This design comes from an exercise in tuning for small area, a short achievable clock period and few clock cycles on the open sky130 flow, not from production work.
Function was checked by simulation only, so behaviour that the tests miss may differ from the original.
Power is estimated from default activity; no workload was simulated.

==> flow/design.v <==
module mcb_core #(
    parameter EDGE_DEPTH = 32,              
    parameter AW         = 5                
) (
    input  wire        clk,
    input  wire        rst,
    input  wire        cmd_valid,
    output wire        cmd_ready,
    input  wire [63:0] cmd_data,
    output wire        evt_valid,
    input  wire        evt_ready,
    output wire [63:0] evt_data,
    output wire        irq
);
    localparam [1:0] LV_LOW = 2'd0, LV_MID = 2'd1, LV_HIGH = 2'd2;
    localparam [1:0] CH_EMPTY = 2'd0, CH_OPEN = 2'd1, CH_CLOSED = 2'd2, CH_FAILED = 2'd3;
    localparam [2:0] AS_IDLE = 3'd0, AS_LEN = 3'd1, AS_DATA = 3'd2, AS_SUM = 3'd3, AS_END = 3'd4;
    localparam [3:0] OP_NOP = 4'h0, OP_SAMPLE = 4'h1, OP_CLOSE = 4'h2, OP_QUERY = 4'h3,
                     OP_DECODE = 4'h4, OP_ASM_BYTE = 4'h5, OP_ASM_CLEAR = 4'h6,
                     OP_EDGE_RD = 4'h7, OP_CSR_RD = 4'h8, OP_CSR_WR = 4'h9, OP_CLEAR = 4'hA;
    localparam [7:0] E_ILLEGAL_OP = 8'h01, E_RSVD_NONZERO = 8'h02, E_BAD_LEVEL = 8'h03,
                     E_CH_NOT_OPEN = 8'h04, E_OUT_OF_ORDER = 8'h05, E_EMPTY_CHANNEL = 8'h06,
                     E_EDGE_OVERFLOW = 8'h07, E_NOT_READY = 8'h08, E_NOT_CONFIGURED = 8'h09,
                     E_BAD_CSR = 8'h0A, E_CSR_READ_ONLY = 8'h0B, E_BAD_CSR_VALUE = 8'h0C,
                     E_INDEX_RANGE = 8'h0D, E_ASM_TIME_ORDER = 8'h0E;
    localparam [3:0] ST_IDLE  = 4'd0,  ST_LOOK  = 4'd2,
                     ST_DWALK = 4'd4,  ST_DBIT  = 4'd5,  ST_ASTEP = 4'd6,  ST_FHDR  = 4'd7,
                     ST_FDATA = 4'd8,  ST_FEND  = 4'd9,  ST_DDONE = 4'd10;
    reg  [2:0]  ctrl;
    reg  [31:0] bit_ticks;
    reg  [3:0]  data_bits;
    reg  [1:0]  stop_short;
    reg  [1:0]  stop_long;
    reg  [15:0] resync_bp;
    reg  [7:0]  end_marker;
    reg  [7:0]  mk_marker [0:7];
    reg  [3:0]  mk_type   [0:7];
    reg  [7:0]  mk_valid;
    reg  [8:0]  isr;
    reg  [8:0]  ier;
    reg  [11:0] last_err;
    reg  [31:0] bytes_scanned, frames_found, frames_dropped, resync_discards;
    reg  [31:0] bytes_decoded, ambig_count, bit0_count;
    reg  [1:0]  ch_state [0:1];
    reg  [AW:0] ch_count [0:1];
    reg  [47:0] ch_last_t [0:1];
    reg  [1:0]  ch_last_l [0:1];
    reg         ch_prev_rec [0:1];
    reg  [49:0] emem0 [0:EDGE_DEPTH-1];
    reg  [49:0] emem1 [0:EDGE_DEPTH-1];
    reg  [2:0]  as_state;
    reg         as_have_prev;
    reg  [47:0] as_prev_t;
    reg         as_prev_dir;
    reg  [7:0]  f_marker;
    reg  [3:0]  f_type;
    reg  [7:0]  f_len;
    reg  [7:0]  f_count;
    reg  [7:0]  f_sum;
    reg  [7:0]  f_acc;           
    reg  [7:0]  f_data [0:254];
    reg  [47:0] tol;             
    reg  [35:0] cs_short;        
    reg  [35:0] cs_long;         
    reg         mul_busy;
    reg  [1:0]  mul_ph;
    reg  [3:0]  mul_i;
    reg  [3:0]  st;
    reg  [63:0] w;               
    reg         w_v;
    reg         evt_valid_q;
    reg  [63:0] evt_data_q;
    reg         sk_v;            
    reg  [63:0] sk_d;
    reg         lk_ch;
    reg  [47:0] lk_t;
    reg  [5:0]  lk_n;            
    reg  [4:0]  lk_m;            
    reg         lk_last;         
    reg  [1:0]  lk_lvl;
    reg  [AW:0] d_k;             
    reg  [1:0]  d_prev_lvl;
    reg  [48:0] d_cursor;
    reg  [47:0] d_s;
    reg  [49:0] d_u;             
    reg  [3:0]  d_bi;
    reg  [7:0]  d_val;
    reg  [1:0]  d_lp0;
    reg  [1:0]  d_ls;
    reg  [AW-1:0] p0;            
    reg  [1:0]  cur0;
    reg  [AW:0] p1n;             
    reg  [1:0]  cur1;
    reg  [1:0]  d_adv;           
    reg  [47:0] a_t;
    reg  [7:0]  a_v;
    reg         a_dir;
    reg         a_in_dec;        
    reg  [7:0]  f_pos;
    wire [3:0]  op    = w[63:60];
    wire        w_ch  = w[59];
    wire [1:0]  w_lvl = w[58:57];
    wire [7:0]  w_val = w[55:48];
    wire [47:0] w_t   = w[47:0];
    wire [7:0]  w_csr = w[39:32];
    wire [31:0] w_dat = w[31:0];
    wire needs_mul = (op == OP_DECODE) || (op == OP_ASM_BYTE);
    wire exec      = w_v && (st == ST_IDLE) && !sk_v && !(needs_mul && mul_busy);
    assign cmd_ready = !rst && (!w_v || exec);
    assign evt_valid = evt_valid_q && !rst;
    assign evt_data  = evt_data_q;
    assign irq       = |(isr & ier);
    wire cmd_fire = cmd_valid && cmd_ready;
    wire ev_room  = !sk_v;
    reg        ev_push;
    reg [63:0] ev_data;
    reg [63:0] rsv;
    always @(*) begin
        case (op)
            OP_NOP, OP_DECODE, OP_ASM_CLEAR, OP_CLEAR: rsv = 64'h0FFF_FFFF_FFFF_FFFF;
            OP_CLOSE:    rsv = 64'h07FF_FFFF_FFFF_FFFF;
            OP_SAMPLE:   rsv = 64'h01FF_0000_0000_0000;
            OP_QUERY:    rsv = 64'h07FF_0000_0000_0000;
            OP_ASM_BYTE: rsv = 64'h0700_0000_0000_0000;
            OP_EDGE_RD:  rsv = 64'h07FF_FFFF_0000_0000;
            OP_CSR_RD:   rsv = 64'h0FFF_FF00_FFFF_FFFF;
            OP_CSR_WR:   rsv = 64'h0FFF_FF00_0000_0000;
            default:     rsv = 64'h0;
        endcase
    end
    wire [1:0]  c_state    = ch_state[w_ch];
    wire [AW:0] c_count    = ch_count[w_ch];
    wire [47:0] c_last_t   = ch_last_t[w_ch];
    wire [1:0]  c_last_l   = ch_last_l[w_ch];
    wire        c_prev_rec = ch_prev_rec[w_ch];
    wire [AW-1:0] lk_idx = lk_n[AW-1:0] | lk_m;
    wire [AW:0]   p0n    = {1'b0, p0} + 1'b1;
    reg [AW-1:0] ra0, ra1;
    always @(*) begin
        case (st)
            ST_LOOK:  ra0 = lk_idx;
            ST_DWALK: ra0 = d_k[AW-1:0];
            ST_DBIT:  ra0 = p0n[AW-1:0];
            default:  ra0 = w_dat[AW-1:0];
        endcase
        case (st)
            ST_LOOK:  ra1 = lk_idx;
            ST_DBIT:  ra1 = p1n[AW-1:0];
            default:  ra1 = w_dat[AW-1:0];
        endcase
    end
    wire [49:0] rd0 = emem0[ra0];
    wire [49:0] rd1 = emem1[ra1];
    wire csr_mapped = (w_csr <= 8'h04) || (w_csr >= 8'h08 && w_csr <= 8'h1D);
    wire csr_ro     = (w_csr == 8'h00) || (w_csr == 8'h10) || (w_csr >= 8'h13 && w_csr <= 8'h1D);
    wire csr_legal  = !((w_csr == 8'h02) && (w_dat == 32'd0)) &&
                      !((w_csr == 8'h03) && ((w_dat[3:0] == 4'd0) || (w_dat[3:0] > 4'd8)));
    reg [31:0] csr_rdata;
    always @(*) begin
        csr_rdata = 32'd0;
        case (w_csr)
            8'h00: csr_rdata = 32'h4D43_0001;
            8'h01: csr_rdata = {29'd0, ctrl};
            8'h02: csr_rdata = bit_ticks;
            8'h03: csr_rdata = {resync_bp, 8'd0, stop_long, stop_short, data_bits};
            8'h04: csr_rdata = {24'd0, end_marker};
            8'h08, 8'h09, 8'h0A, 8'h0B, 8'h0C, 8'h0D, 8'h0E, 8'h0F:
                   csr_rdata = {mk_valid[w_csr[2:0]], 19'd0, mk_type[w_csr[2:0]], mk_marker[w_csr[2:0]]};
            8'h10: csr_rdata = {24'd0, as_have_prev, as_state, ch_state[1], ch_state[0]};
            8'h11: csr_rdata = {23'd0, isr};
            8'h12: csr_rdata = {23'd0, ier};
            8'h13: csr_rdata = {20'd0, last_err};
            8'h14: csr_rdata = {{(31-AW){1'b0}}, ch_count[0]};
            8'h15: csr_rdata = {{(31-AW){1'b0}}, ch_count[1]};
            8'h16: csr_rdata = bytes_scanned;
            8'h17: csr_rdata = frames_found;
            8'h18: csr_rdata = frames_dropped;
            8'h19: csr_rdata = resync_discards;
            8'h1A: csr_rdata = bytes_decoded;
            8'h1B: csr_rdata = ambig_count;
            8'h1C: csr_rdata = bit0_count;
            8'h1D: csr_rdata = EDGE_DEPTH;
            default: csr_rdata = 32'd0;
        endcase
    end
    wire          smp_trans = (w_lvl != c_last_l);
    wire [AW+1:0] smp_need  = c_prev_rec ? 2'd1 : 2'd2;
    reg [7:0] err_code;
    reg       err_fatal;
    always @(*) begin
        err_code  = 8'h00;
        err_fatal = 1'b0;
        if (op >= 4'hB)
            err_code = E_ILLEGAL_OP;
        else if ((w & rsv) != 64'd0)
            err_code = E_RSVD_NONZERO;
        else begin
            case (op)
                OP_SAMPLE: begin
                    if (w_lvl == 2'b11)
                        err_code = E_BAD_LEVEL;
                    else if (c_state == CH_CLOSED || c_state == CH_FAILED)
                        err_code = E_CH_NOT_OPEN;
                    else if (c_state == CH_OPEN && w_t <= c_last_t) begin
                        err_code = E_OUT_OF_ORDER; err_fatal = 1'b1;
                    end else if (c_state == CH_OPEN && smp_trans &&
                                 ({1'b0, c_count} + smp_need > EDGE_DEPTH)) begin
                        err_code = E_EDGE_OVERFLOW; err_fatal = 1'b1;
                    end
                end
                OP_CLOSE: begin
                    if (c_state == CH_CLOSED || c_state == CH_FAILED)
                        err_code = E_CH_NOT_OPEN;
                    else if (c_state == CH_EMPTY) begin
                        err_code = E_EMPTY_CHANNEL; err_fatal = 1'b1;
                    end else if (!c_prev_rec && (c_count + 1'b1 > EDGE_DEPTH)) begin
                        err_code = E_EDGE_OVERFLOW; err_fatal = 1'b1;
                    end
                end
                OP_QUERY: begin
                    if (c_state != CH_CLOSED) err_code = E_NOT_READY;
                end
                OP_EDGE_RD: begin
                    if (c_state != CH_CLOSED)       err_code = E_NOT_READY;
                    else if (w_dat >= c_count)      err_code = E_INDEX_RANGE;
                end
                OP_DECODE: begin
                    if (ch_state[0] != CH_CLOSED || ch_state[1] != CH_CLOSED)
                        err_code = E_NOT_READY;
                    else if (bit_ticks == 32'd0)
                        err_code = E_NOT_CONFIGURED;
                end
                OP_ASM_BYTE: begin
                    if (bit_ticks == 32'd0)
                        err_code = E_NOT_CONFIGURED;
                    else if (as_have_prev && (w_t < as_prev_t))
                        err_code = E_ASM_TIME_ORDER;
                end
                OP_CSR_RD: begin
                    if (!csr_mapped) err_code = E_BAD_CSR;
                end
                OP_CSR_WR: begin
                    if (!csr_mapped)      err_code = E_BAD_CSR;
                    else if (csr_ro)      err_code = E_CSR_READ_ONLY;
                    else if (!csr_legal)  err_code = E_BAD_CSR_VALUE;
                end
                default: ;
            endcase
        end
    end
    wire ok = (err_code == 8'h00);
    wire            smp_ok  = exec && ok && (op == OP_SAMPLE);
    wire [AW-1:0]   smp_idx = (c_state == CH_EMPTY) ? {AW{1'b0}} : c_count[AW-1:0];
    wire            smp_two = (c_state != CH_EMPTY) && smp_trans && !c_prev_rec;
    wire            mem_we  = smp_ok && ((c_state == CH_EMPTY) || smp_trans || !c_count[AW]);
    wire [AW-1:0]   mem_idx = smp_idx + smp_two;
    wire [49:0] lk_ent = lk_ch ? rd1 : rd0;
    wire [AW:0] lk_cnt = ch_count[lk_ch];
    wire        lk_hit = !lk_n[AW] && ({1'b0, lk_idx} < lk_cnt) && (lk_ent[47:0] <= lk_t);
    wire [48:0] u_half     = d_u[49:1];
    wire        a0         = (p0n < ch_count[0]) && ({1'b0, rd0[47:0]} <= u_half);
    wire        a1         = (d_bi == 4'd0) && (p1n < ch_count[1]) && ({1'b0, rd1[47:0]} <= u_half);
    wire [49:0] u_first    = {1'b0, rd0[47:0], 1'b0} + {16'd0, bit_ticks, 1'b0} + {18'd0, bit_ticks};
    wire [49:0] u_next     = d_u + {17'd0, bit_ticks, 1'b0};
    wire        last_bit   = (d_bi + 4'd1 == data_bits);
    wire [1:0] lp0_f   = (d_bi == 4'd0) ? cur0 : d_lp0;
    wire [1:0] ls_f    = (d_bi == 4'd0) ? cur1 : d_ls;
    wire       dir_b_f = (ls_f == LV_MID);
    reg  [7:0] val_f;
    always @(*) begin
        val_f = d_val;
        val_f[d_bi[2:0]] = (cur0 == LV_HIGH);
    end
    wire [48:0] cursor_f = {1'b0, d_s} + {13'd0, (dir_b_f ? cs_long : cs_short)};
    wire [3:0] cb_short = 4'd1 + data_bits + {2'b00, stop_short};
    wire [3:0] cb_long  = 4'd1 + data_bits + {2'b00, stop_long};
    wire [47:0] as_gap    = a_t - as_prev_t;
    wire        as_resync = as_have_prev && ((as_gap > tol) || (a_dir != as_prev_dir));
    wire [2:0]  as_cur    = as_resync ? AS_IDLE : as_state;
    reg         mk_hit;
    reg  [3:0]  mk_hit_type;
    integer     m;
    always @(*) begin
        mk_hit = 1'b0;
        mk_hit_type = 4'd0;
        for (m = 7; m >= 0; m = m - 1) begin
            if (mk_valid[m] && mk_marker[m] == a_v) begin
                mk_hit = 1'b1;
                mk_hit_type = mk_type[m];
            end
        end
    end
    wire frame_ok = (a_v == end_marker) && (f_acc == 8'd0);
    wire [31:0] f_start = bytes_scanned - {24'd0, f_len} - 32'd3;
    always @(*) begin
        ev_push = 1'b0;
        ev_data = 64'd0;
        case (st)
            ST_IDLE: if (exec) begin
                if (!ok) begin
                    ev_push = ctrl[2];
                    ev_data = {4'hE, op, err_code, w_t};
                end else if (op == OP_EDGE_RD) begin
                    ev_push = 1'b1;
                    ev_data = {4'h2, w_ch, 9'd0, (w_ch ? rd1[49:48] : rd0[49:48]),
                               (w_ch ? rd1[47:0] : rd0[47:0])};
                end else if (op == OP_CSR_RD) begin
                    ev_push = 1'b1;
                    ev_data = {4'h3, 20'd0, w_csr, csr_rdata};
                end
            end
            ST_LOOK: if (lk_last && ev_room) begin
                ev_push = 1'b1;
                ev_data = {4'h1, lk_ch, 9'd0, (lk_hit ? lk_ent[49:48] : lk_lvl), lk_t};
            end
            ST_DBIT: if (!a0 && !a1 && last_bit && ev_room) begin
                ev_push = ctrl[0];
                ev_data = {4'h4, dir_b_f, (ls_f == LV_HIGH), (lp0_f == LV_HIGH), 1'b0, val_f, d_s};
            end
            ST_FHDR: if (ev_room) begin
                ev_push = 1'b1;
                ev_data = {4'h5, f_type, f_marker, f_len, f_sum, f_start};
            end
            ST_FDATA: if (ev_room) begin
                ev_push = 1'b1;
                ev_data = {4'h6, 44'd0, f_pos, f_data[f_pos]};
            end
            ST_FEND: if (ev_room) begin
                ev_push = 1'b1;
                ev_data = {4'h7, 20'd0, a_v, bytes_scanned};
            end
            ST_DDONE: if (ev_room) begin
                ev_push = 1'b1;
                ev_data = {4'h8, 28'd0, bytes_decoded};
            end
            default: ;
        endcase
    end
    integer i;
    always @(posedge clk) begin
        if (rst) begin
            st           <= ST_IDLE;
            w_v          <= 1'b0;
            evt_valid_q  <= 1'b0;
            sk_v         <= 1'b0;
            ctrl         <= 3'b111;
            bit_ticks    <= 32'd0;
            data_bits    <= 4'd8;
            stop_short   <= 2'd1;
            stop_long    <= 2'd2;
            resync_bp    <= 16'd100;
            end_marker   <= 8'h03;
            for (i = 0; i < 8; i = i + 1) begin
                mk_marker[i] <= 8'h00;
                mk_type[i]   <= 4'h0;
            end
            mk_marker[0] <= 8'h01;
            mk_marker[1] <= 8'h02;
            mk_type[1]   <= 4'h1;
            mk_valid     <= 8'b0000_0011;
            isr          <= 9'd0;
            ier          <= 9'd0;
            last_err     <= 12'd0;
            bytes_scanned   <= 32'd0;
            frames_found    <= 32'd0;
            frames_dropped  <= 32'd0;
            resync_discards <= 32'd0;
            bytes_decoded   <= 32'd0;
            ambig_count     <= 32'd0;
            bit0_count      <= 32'd0;
            ch_state[0]  <= CH_EMPTY;
            ch_state[1]  <= CH_EMPTY;
            ch_count[0]  <= 0;
            ch_count[1]  <= 0;
            as_state     <= AS_IDLE;
            as_have_prev <= 1'b0;
            tol          <= 48'd0;
            cs_short     <= 36'd0;
            cs_long      <= 36'd0;
            mul_busy     <= 1'b0;
        end else begin
            if (!evt_valid_q || evt_ready) begin
                if (sk_v) begin
                    evt_valid_q <= 1'b1;
                    evt_data_q  <= sk_d;
                    sk_v        <= 1'b0;
                end else begin
                    evt_valid_q <= ev_push;
                    if (ev_push) evt_data_q <= ev_data;
                end
            end else if (ev_push) begin
                sk_v <= 1'b1;
                sk_d <= ev_data;
            end
            if (cmd_fire) begin
                w   <= cmd_data;
                w_v <= 1'b1;
            end else if (exec) begin
                w_v <= 1'b0;
            end
            if (mul_busy) begin
                case (mul_ph)
                    2'd0: tol      <= {tol[46:0], 1'b0} + (resync_bp[mul_i] ? {16'd0, bit_ticks} : 48'd0);
                    2'd1: cs_short <= {cs_short[34:0], 1'b0} +
                                      (cb_short[mul_i[1:0]] ? {4'd0, bit_ticks} : 36'd0);
                    default: cs_long <= {cs_long[34:0], 1'b0} +
                                      (cb_long[mul_i[1:0]] ? {4'd0, bit_ticks} : 36'd0);
                endcase
                if (mul_i == 4'd0) begin
                    mul_ph <= mul_ph + 1'b1;
                    mul_i  <= 4'd3;
                    if (mul_ph == 2'd2) mul_busy <= 1'b0;
                end else begin
                    mul_i <= mul_i - 1'b1;
                end
            end
            if (mem_we) begin
                if (w_ch) emem1[mem_idx] <= {w_lvl, w_t};
                else      emem0[mem_idx] <= {w_lvl, w_t};
            end
            case (st)
            ST_IDLE: if (exec) begin
                if (!ok) begin
                    last_err <= {op, err_code};
                    isr[0]   <= 1'b1;
                    if (err_fatal) begin
                        ch_state[w_ch] <= CH_FAILED;
                        isr[1 + w_ch]  <= 1'b1;
                    end
                end else begin
                    case (op)
                        OP_SAMPLE: begin
                            if (c_state == CH_EMPTY) begin
                                ch_count[w_ch]    <= 1;
                                ch_prev_rec[w_ch] <= 1'b1;
                                ch_state[w_ch]    <= CH_OPEN;
                            end else if (!smp_trans) begin
                                ch_prev_rec[w_ch] <= 1'b0;
                            end else begin
                                ch_count[w_ch]    <= c_count + (c_prev_rec ? 2'd1 : 2'd2);
                                ch_prev_rec[w_ch] <= 1'b1;
                            end
                            ch_last_t[w_ch] <= w_t;
                            ch_last_l[w_ch] <= w_lvl;
                        end
                        OP_CLOSE: begin
                            if (!c_prev_rec) begin
                                ch_count[w_ch]    <= c_count + 1'b1;
                                ch_prev_rec[w_ch] <= 1'b1;
                            end
                            ch_state[w_ch] <= CH_CLOSED;
                        end
                        OP_QUERY: begin
                            lk_ch   <= w_ch;
                            lk_t    <= w_t;
                            lk_n    <= 6'd0;
                            lk_m    <= 5'b11111;
                            lk_last <= 1'b0;
                            lk_lvl  <= LV_HIGH;
                            st      <= ST_LOOK;
                        end
                        OP_DECODE: begin
                            as_state        <= AS_IDLE;
                            as_have_prev    <= 1'b0;
                            bytes_scanned   <= 32'd0;
                            frames_found    <= 32'd0;
                            frames_dropped  <= 32'd0;
                            resync_discards <= 32'd0;
                            bytes_decoded   <= 32'd0;
                            ambig_count     <= 32'd0;
                            bit0_count      <= 32'd0;
                            d_cursor        <= 49'd0;
                            d_k             <= 1;
                            d_prev_lvl      <= emem0[0][49:48];
                            p1n             <= 0;
                            cur1            <= LV_HIGH;
                            st              <= ST_DWALK;
                        end
                        OP_ASM_BYTE: begin
                            a_t      <= w_t;
                            a_v      <= w_val;
                            a_dir    <= w_ch;
                            a_in_dec <= 1'b0;
                            st       <= ST_ASTEP;
                        end
                        OP_ASM_CLEAR: begin
                            as_state        <= AS_IDLE;
                            as_have_prev    <= 1'b0;
                            bytes_scanned   <= 32'd0;
                            frames_found    <= 32'd0;
                            frames_dropped  <= 32'd0;
                            resync_discards <= 32'd0;
                        end
                        OP_CSR_WR: begin
                            case (w_csr)
                                8'h01: ctrl <= w_dat[2:0];
                                8'h02: bit_ticks <= w_dat;
                                8'h03: begin
                                    data_bits  <= w_dat[3:0];
                                    stop_short <= w_dat[5:4];
                                    stop_long  <= w_dat[7:6];
                                    resync_bp  <= w_dat[31:16];
                                end
                                8'h04: end_marker <= w_dat[7:0];
                                8'h08, 8'h09, 8'h0A, 8'h0B, 8'h0C, 8'h0D, 8'h0E, 8'h0F: begin
                                    mk_marker[w_csr[2:0]] <= w_dat[7:0];
                                    mk_type[w_csr[2:0]]   <= w_dat[11:8];
                                    mk_valid[w_csr[2:0]]  <= w_dat[31];
                                end
                                8'h11: isr <= isr & ~w_dat[8:0];
                                8'h12: ier <= w_dat[8:0];
                                default: ;
                            endcase
                            if (w_csr == 8'h02 || w_csr == 8'h03) begin
                                mul_busy <= 1'b1;
                                mul_ph   <= 2'd0;
                                mul_i    <= 4'd15;
                                tol      <= 48'd0;
                                cs_short <= 36'd0;
                                cs_long  <= 36'd0;
                            end
                        end
                        OP_CLEAR: begin
                            ch_state[0]     <= CH_EMPTY;
                            ch_state[1]     <= CH_EMPTY;
                            ch_count[0]     <= 0;
                            ch_count[1]     <= 0;
                            as_state        <= AS_IDLE;
                            as_have_prev    <= 1'b0;
                            bytes_scanned   <= 32'd0;
                            frames_found    <= 32'd0;
                            frames_dropped  <= 32'd0;
                            resync_discards <= 32'd0;
                            bytes_decoded   <= 32'd0;
                            ambig_count     <= 32'd0;
                            bit0_count      <= 32'd0;
                            isr             <= 9'd0;
                            last_err        <= 12'd0;
                        end
                        default: ;   
                    endcase
                end
            end
            ST_LOOK: if (!lk_last || ev_room) begin
                if (lk_hit) begin
                    lk_lvl <= lk_ent[49:48];
                    lk_n   <= lk_n | ({1'b0, lk_m} + 1'b1);
                end
                lk_m    <= lk_m >> 1;
                lk_last <= (lk_m == 5'b00001);
                if (lk_last) st <= ST_IDLE;
            end
            ST_DWALK: begin
                if (d_k >= ch_count[0]) begin
                    st <= ST_DDONE;
                end else begin
                    d_prev_lvl <= rd0[49:48];
                    if (d_prev_lvl == LV_HIGH && rd0[49:48] != LV_HIGH &&
                        {1'b0, rd0[47:0]} >= d_cursor) begin
                        d_s   <= rd0[47:0];
                        d_bi  <= 4'd0;
                        d_val <= 8'd0;
                        d_u   <= u_first;
                        p0    <= d_k[AW-1:0];
                        cur0  <= rd0[49:48];
                        d_adv <= 2'd0;
                        st    <= ST_DBIT;
                    end else begin
                        d_k <= d_k + 1'b1;
                    end
                end
            end
            ST_DBIT: begin
                if (a0) begin
                    p0    <= p0n[AW-1:0];
                    cur0  <= rd0[49:48];
                    if (!d_adv[1]) d_adv <= d_adv + 1'b1;
                end
                if (a1) begin
                    p1n  <= p1n + 1'b1;
                    cur1 <= rd1[49:48];
                end
                if (!a0 && !a1 && (!last_bit || ev_room)) begin
                    d_val <= val_f;
                    d_lp0 <= lp0_f;
                    d_ls  <= ls_f;
                    if (last_bit) begin
                        d_cursor      <= cursor_f;
                        bytes_decoded <= bytes_decoded + 1'b1;
                        if (ls_f == LV_HIGH) begin
                            ambig_count <= ambig_count + 1'b1;
                            isr[3]      <= 1'b1;
                        end
                        if (lp0_f == LV_HIGH) begin
                            bit0_count <= bit0_count + 1'b1;
                            isr[4]     <= 1'b1;
                        end
                        a_t      <= d_s;
                        a_v      <= val_f;
                        a_dir    <= dir_b_f;
                        a_in_dec <= 1'b1;
                        d_k        <= p0n;
                        d_prev_lvl <= cur0;
                        st         <= ST_ASTEP;
                    end else begin
                        d_bi <= d_bi + 1'b1;
                        d_u  <= u_next;
                    end
                end
            end
            ST_DDONE: if (ev_room) begin
                isr[8] <= 1'b1;
                st     <= ST_IDLE;
            end
            ST_ASTEP: begin
                if (as_resync && as_state != AS_IDLE) begin
                    resync_discards <= resync_discards + 1'b1;
                    isr[7]          <= 1'b1;
                end
                as_have_prev  <= 1'b1;
                as_prev_t     <= a_t;
                as_prev_dir   <= a_dir;
                bytes_scanned <= bytes_scanned + 1'b1;
                st <= a_in_dec ? ST_DWALK : ST_IDLE;
                case (as_cur)
                    AS_IDLE: begin
                        as_state <= AS_IDLE;
                        if (mk_hit) begin
                            f_marker <= a_v;
                            f_type   <= mk_hit_type;
                            as_state <= AS_LEN;
                        end
                    end
                    AS_LEN: begin
                        f_len    <= a_v;
                        f_acc    <= a_v;
                        f_count  <= 8'd0;
                        as_state <= (a_v != 8'd0) ? AS_DATA : AS_SUM;
                    end
                    AS_DATA: begin
                        f_data[f_count] <= a_v;
                        f_acc           <= f_acc + a_v;
                        f_count         <= f_count + 1'b1;
                        if (f_count + 1'b1 == f_len)
                            as_state <= AS_SUM;
                    end
                    AS_SUM: begin
                        f_sum    <= a_v;
                        f_acc    <= f_acc + a_v;
                        as_state <= AS_END;
                    end
                    default: begin   
                        as_state <= AS_IDLE;
                        if (frame_ok) begin
                            frames_found <= frames_found + 1'b1;
                            isr[5]       <= 1'b1;
                            if (ctrl[1]) begin
                                bytes_scanned <= bytes_scanned;
                                st <= ST_FHDR;
                            end
                        end else begin
                            frames_dropped <= frames_dropped + 1'b1;
                            isr[6]         <= 1'b1;
                        end
                    end
                endcase
            end
            ST_FHDR: if (ev_room) begin
                f_pos <= 8'd0;
                st    <= (f_len == 8'd0) ? ST_FEND : ST_FDATA;
            end
            ST_FDATA: if (ev_room) begin
                f_pos <= f_pos + 1'b1;
                if (f_pos + 1'b1 == f_len)
                    st <= ST_FEND;
            end
            ST_FEND: if (ev_room) begin
                bytes_scanned <= bytes_scanned + 1'b1;
                st <= a_in_dec ? ST_DWALK : ST_IDLE;
                if (d_adv == 2'd0) d_k <= d_k + 1'b1;
                if (!d_adv[1])     d_prev_lvl <= LV_LOW;
            end
            default: st <= ST_IDLE;
            endcase
        end
    end
endmodule
==> flow/run.sh <==
#!/bin/bash
# synth_recipe.tcl (not shown) runs the flow's synth.tcl, then flattens the netlist and writes it again
# the make line also repeats each setting of config.mk as NAME=value (left out here)
make -C /OpenROAD-flow-scripts/flow DESIGN_CONFIG=/design/flow/config.mk WORK_HOME=/design/flow/orfs CLKGATE_MAP_FILE= SYNTH_SCRIPT=/design/flow/synth_recipe.tcl finish
==> flow/config.mk <==
export PLATFORM = sky130hd
export DESIGN_NAME = mcb_core
export DESIGN_NICKNAME = mcb_core
export VERILOG_FILES = /design/flow/design.v
export SDC_FILE = /design/flow/constraint.sdc
export NUM_CORES = 8
export LEC_CHECK = 0
export CAP_MARGIN = 20
export CORE_MARGIN = 2
export CORE_UTILIZATION = 40
export SLEW_MARGIN = 20
==> flow/constraint.sdc <==
create_clock -name core_clock -period 12.0 [get_ports {clk}]
set_input_delay 2.4000 -clock core_clock [delete_from_list [all_inputs] [get_ports {clk}]]
set_output_delay 2.4000 -clock core_clock [all_outputs]
set_load 0.01 [all_outputs]
==> run summary <==
cells in the mapped netlist (163+ instances only):
cell type     n  area (um^2)
edfxtp_1   6061       182000
nand2_1    3903        14700
nor2_1     1140         4280
nand3_1    1089         5450
mux4_2      722        16300
clkbuf_1    699         2620
ha_1        680         8510
a21oi_1     674         3370
a311oi_1    625         5470
inv_1       564         2120
dfxtp_1     477         9550
and3_1      458         2870
o21ai_0     400         2000
xnor2_1     352         3080
buf_2       327         1640
a21o_1      296         2220
mux2i_1     247         2470
xor2_1      179         1570
nor3_1      174          871
and2_1      163         1020
metrics by stage:
step	hold WS (ns)	area (um^2)	power, mW	utilization, %
floorplan	0.426	289000	26.3	-
detailed placement	0.443	305000	27.3	42.3
finish	0.451	327000	48.0	45.4
global route	0.470	327000	49.2	45.4
CTS	0.455	327000	48.2	45.4
global placement	0.440	305000	27.3	42.3
per-layer routing:
layer  up-vias  track usage (%)  routed length (um)
li1      81800                -                   -
met1     97500             36.9              398000
met2     10900             39.2              436000
met3      1936             5.43              105000
met4        26             12.7               53900
met5         -                0                 183
registers in the layout, summed over array words and instances, names as in the netlist, 49 cells and up, named ones only:
signal      cells
sk_d           64
d_cursor       49
d_u            49
emem0        1600
emem1        1600
mk_marker      64
ch_last_t      96
f_data       2040
w              64
evt_data_q     64
path summary, 6_finish.rpt:
path                                      to  slack (ns)
worst max register to register      sk_d[45]        1.62
worst min-delay path            as_prev_t[2]        0.45
worst min register to register  as_prev_t[2]        0.45
worst max-delay path                sk_d[45]        1.62
logic make-up (layout without fill, tap and decap cells):
family | Yosys count | after routing
flip-flops | 6538 | 6538
AO/OA/AOI/OAI | 3055 | 3055
other | 0 | 83
adder cells (fa/ha/maj) | 724 | 724
AND/OR/NAND/NOR | 7653 | 7653
XOR/XNOR | 531 | 531
buffers and inverters | 1837 | 2694
multiplexers | 1069 | 1069
report_power, final:
group	internal [mW]	total, mW	switching, mW
combinational	0.576	2.05	1.48
sequential	24.7	24.8	0.0662
clock	11.9	21.2	9.26
total	37.2	48.0	10.8
cell type report:
class                           count  area, um^2
Antenna cell                       83         208
Tap cell                         9577       12000
Multi-Input combinational cell  13000       91200
Fill cell                       63400      394000
Timing Repair Buffer              875        8110
Clock inverter                    371        4020
Sequential cell                  6538      192000
Clock buffer                      869       18100
Inverter                          579        2180
critical path: cells and delay by family, from the launching register on:
| kind | cells | cell delay, ns |
|---|---|---|
| AO/OA/AOI/OAI | 8 | 2.29 |
| adder cells (fa/ha/maj) | 1 | 0.27 |
| buffers and inverters | 5 | 2.62 |
| flip-flops | 1 | 0.73 |
| AND/OR/NAND/NOR | 9 | 3.81 |
==> out/qor.txt <==
Status: complete, no violations
Drt pass-1 iters: 7
Final cell count without fillers: 31900
Commonest non-fill, non-tap cells in the layout: edfxtp_1 (6061), nand2_1 (3895), nand3_1 (1081)
Post-CTS Resized: 0
Fmax: 96.3 MHz
Setup Skew: 0.124 ns
Sum Neg Setup Slack: 0 ns
TritonCTS clock tree: built
Worst hold stages: 0
Post-synth cell types: 110
Mapped Avg Cell Area: 13.5 um^2
Post-synthesis adder-cell area fraction: 3.24%
R2R cell count: 23
Vias in the first global route: 179000
Top Ports: 135
Post-place setup slack: 2.06 ns
Critical Path AT: 11.19 ns
Slew of the pin with the lowest slew margin: 1.27 ns
Crit path top cell by count: buf_4
Fin. max-slew vios: 0
Critical Path Fanout Max: 61
Fin crit share: 86.5%
I/O Buffers: 134
Hold buffers post-CTS: 0
Die height: 854 um
Post-synth net total: 22200
Vias/cell: 6.02
Startpoint types: flop
Initial Util: 40.1%
CP Capture Type: flop
Area Growth Syn to Fin: 13.2%
First-pass GRT wire length: 1380000 um
Primary FF master, synth: edfxtp_1
Row count: 312
Req. time, crit path: 12.81 ns
Share of layout cells above drive strength 1: 12.5%
Critical path's slowest cell: buf_4
Power per cell area: 147 mW/mm^2
Clock Tree Buf Depth: 4
Leakage: 113 nW
Maxcap violations: 0
DR vias: 192000
Area of the core: 0.721 mm^2
CTS buffer count: 685
DRC: 0
Biggest cell delay along the critical path: 0.88 ns
Share of flip-flops with an asynchronous set or reset: 0%
Clock transition at path regs: 0.07 ns
RSZ-0062 raised after global routing: false
Final setup violation count: 0
Hold_sp: a_t[2]
Post-Syn Instances: 21400
Drt total wl: 992000 um
Most common cell after layout, fill and taps aside: edfxtp_1
DR WL/cell: 31.1 um
Overall Global Routing Usage: 26.3%
Final HPWL DP: 636000 um
Sequential fraction of the synthesis area: 66.2%
Syn Std Cell Area: 0.289 mm^2
R2r startpoint: st[3]
Largest net degree at the start of global routing: 238
Ys Warns: 1
Compound-Gate Fraction of Synth Area: 7.53%
Synth Area in Simple Gates: 11.8%
EDFF count, synth: 6061
Slack of the critical path: 1.62 ns
GR Overflow Total: 0
Gpl congestion: 1.02
Worst path cell trace: nor4b_4 > inv_2 > nand3_1 > buf_4 > nand2_4 > buf_4 > a311oi_1 > o311ai_0 > o31ai_1 > buf_4 > ha_1 > nand3_1 > nor3_1 > nand2_1 > a21oi_1 > o21ai_0 > nand3_1 > a21oi_1 > nor4_2 > o2bb2ai_1 > a221oi_1 > nor3_2 > buf_4
Worst vdd ir: 178 uV
ANT nets after route: 0
DIE AREA: 0.730 mm^2
Clk root buf: clkbuf_16
Largest family of logic cells by synthesized area: simple AND/OR/NAND/NOR gates
Clk latency of the worst-skew pair: 1.23 ns
Min Clock Period, post-route: 10.38 ns
Die width: 854 um
Initial antenna violation count: 95
Mux share of post-synthesis cell area: 6.89%
Max-slew headroom: 15.2%
Min-Delay Path Class: reg2reg
H-Tree Level Count: 6
Layout Nets: 22500
CTS Sinks: 6538
FF+latch count, synth: 6538
Postcts setup bufs: 0
Beginning of the critical path: st[3]
Xor and xnor area share after synthesis: 1.61%
Fin. Hold Viols: 0
Crit Path Class: reg2reg
Cells after DPL: 30600
Initial DRC count: 29000
Testbench counts, summed over its fixed seeds: cycles 13,334.

-- what the ideal ports hide --
The flow's constraints put no driver on any port. The routed layout listed below was extracted and timed again, unchanged, in two steps. Step 1 assumes that a clkbuf_16 drives the clock port and a buf_2 every other input. Step 2 times the ports against the registers' clock, not the clock port: input delays grow and output delays shrink by t, the midpoint of the rising clock arrivals with the driver on. a / b / c = ideal ports / drivers / drivers and shift; a / b = the first two.
t, ns: 1.272
setup WS [ns]: 1.617 / 1.617 / 1.617
hold slack, ns: 0.451 / 0.451 / 0.451
After both steps this run still meets setup and hold. For this run, drivers alone change the setup slack by 0.000 ns; drivers and shift together by 0.000 ns.
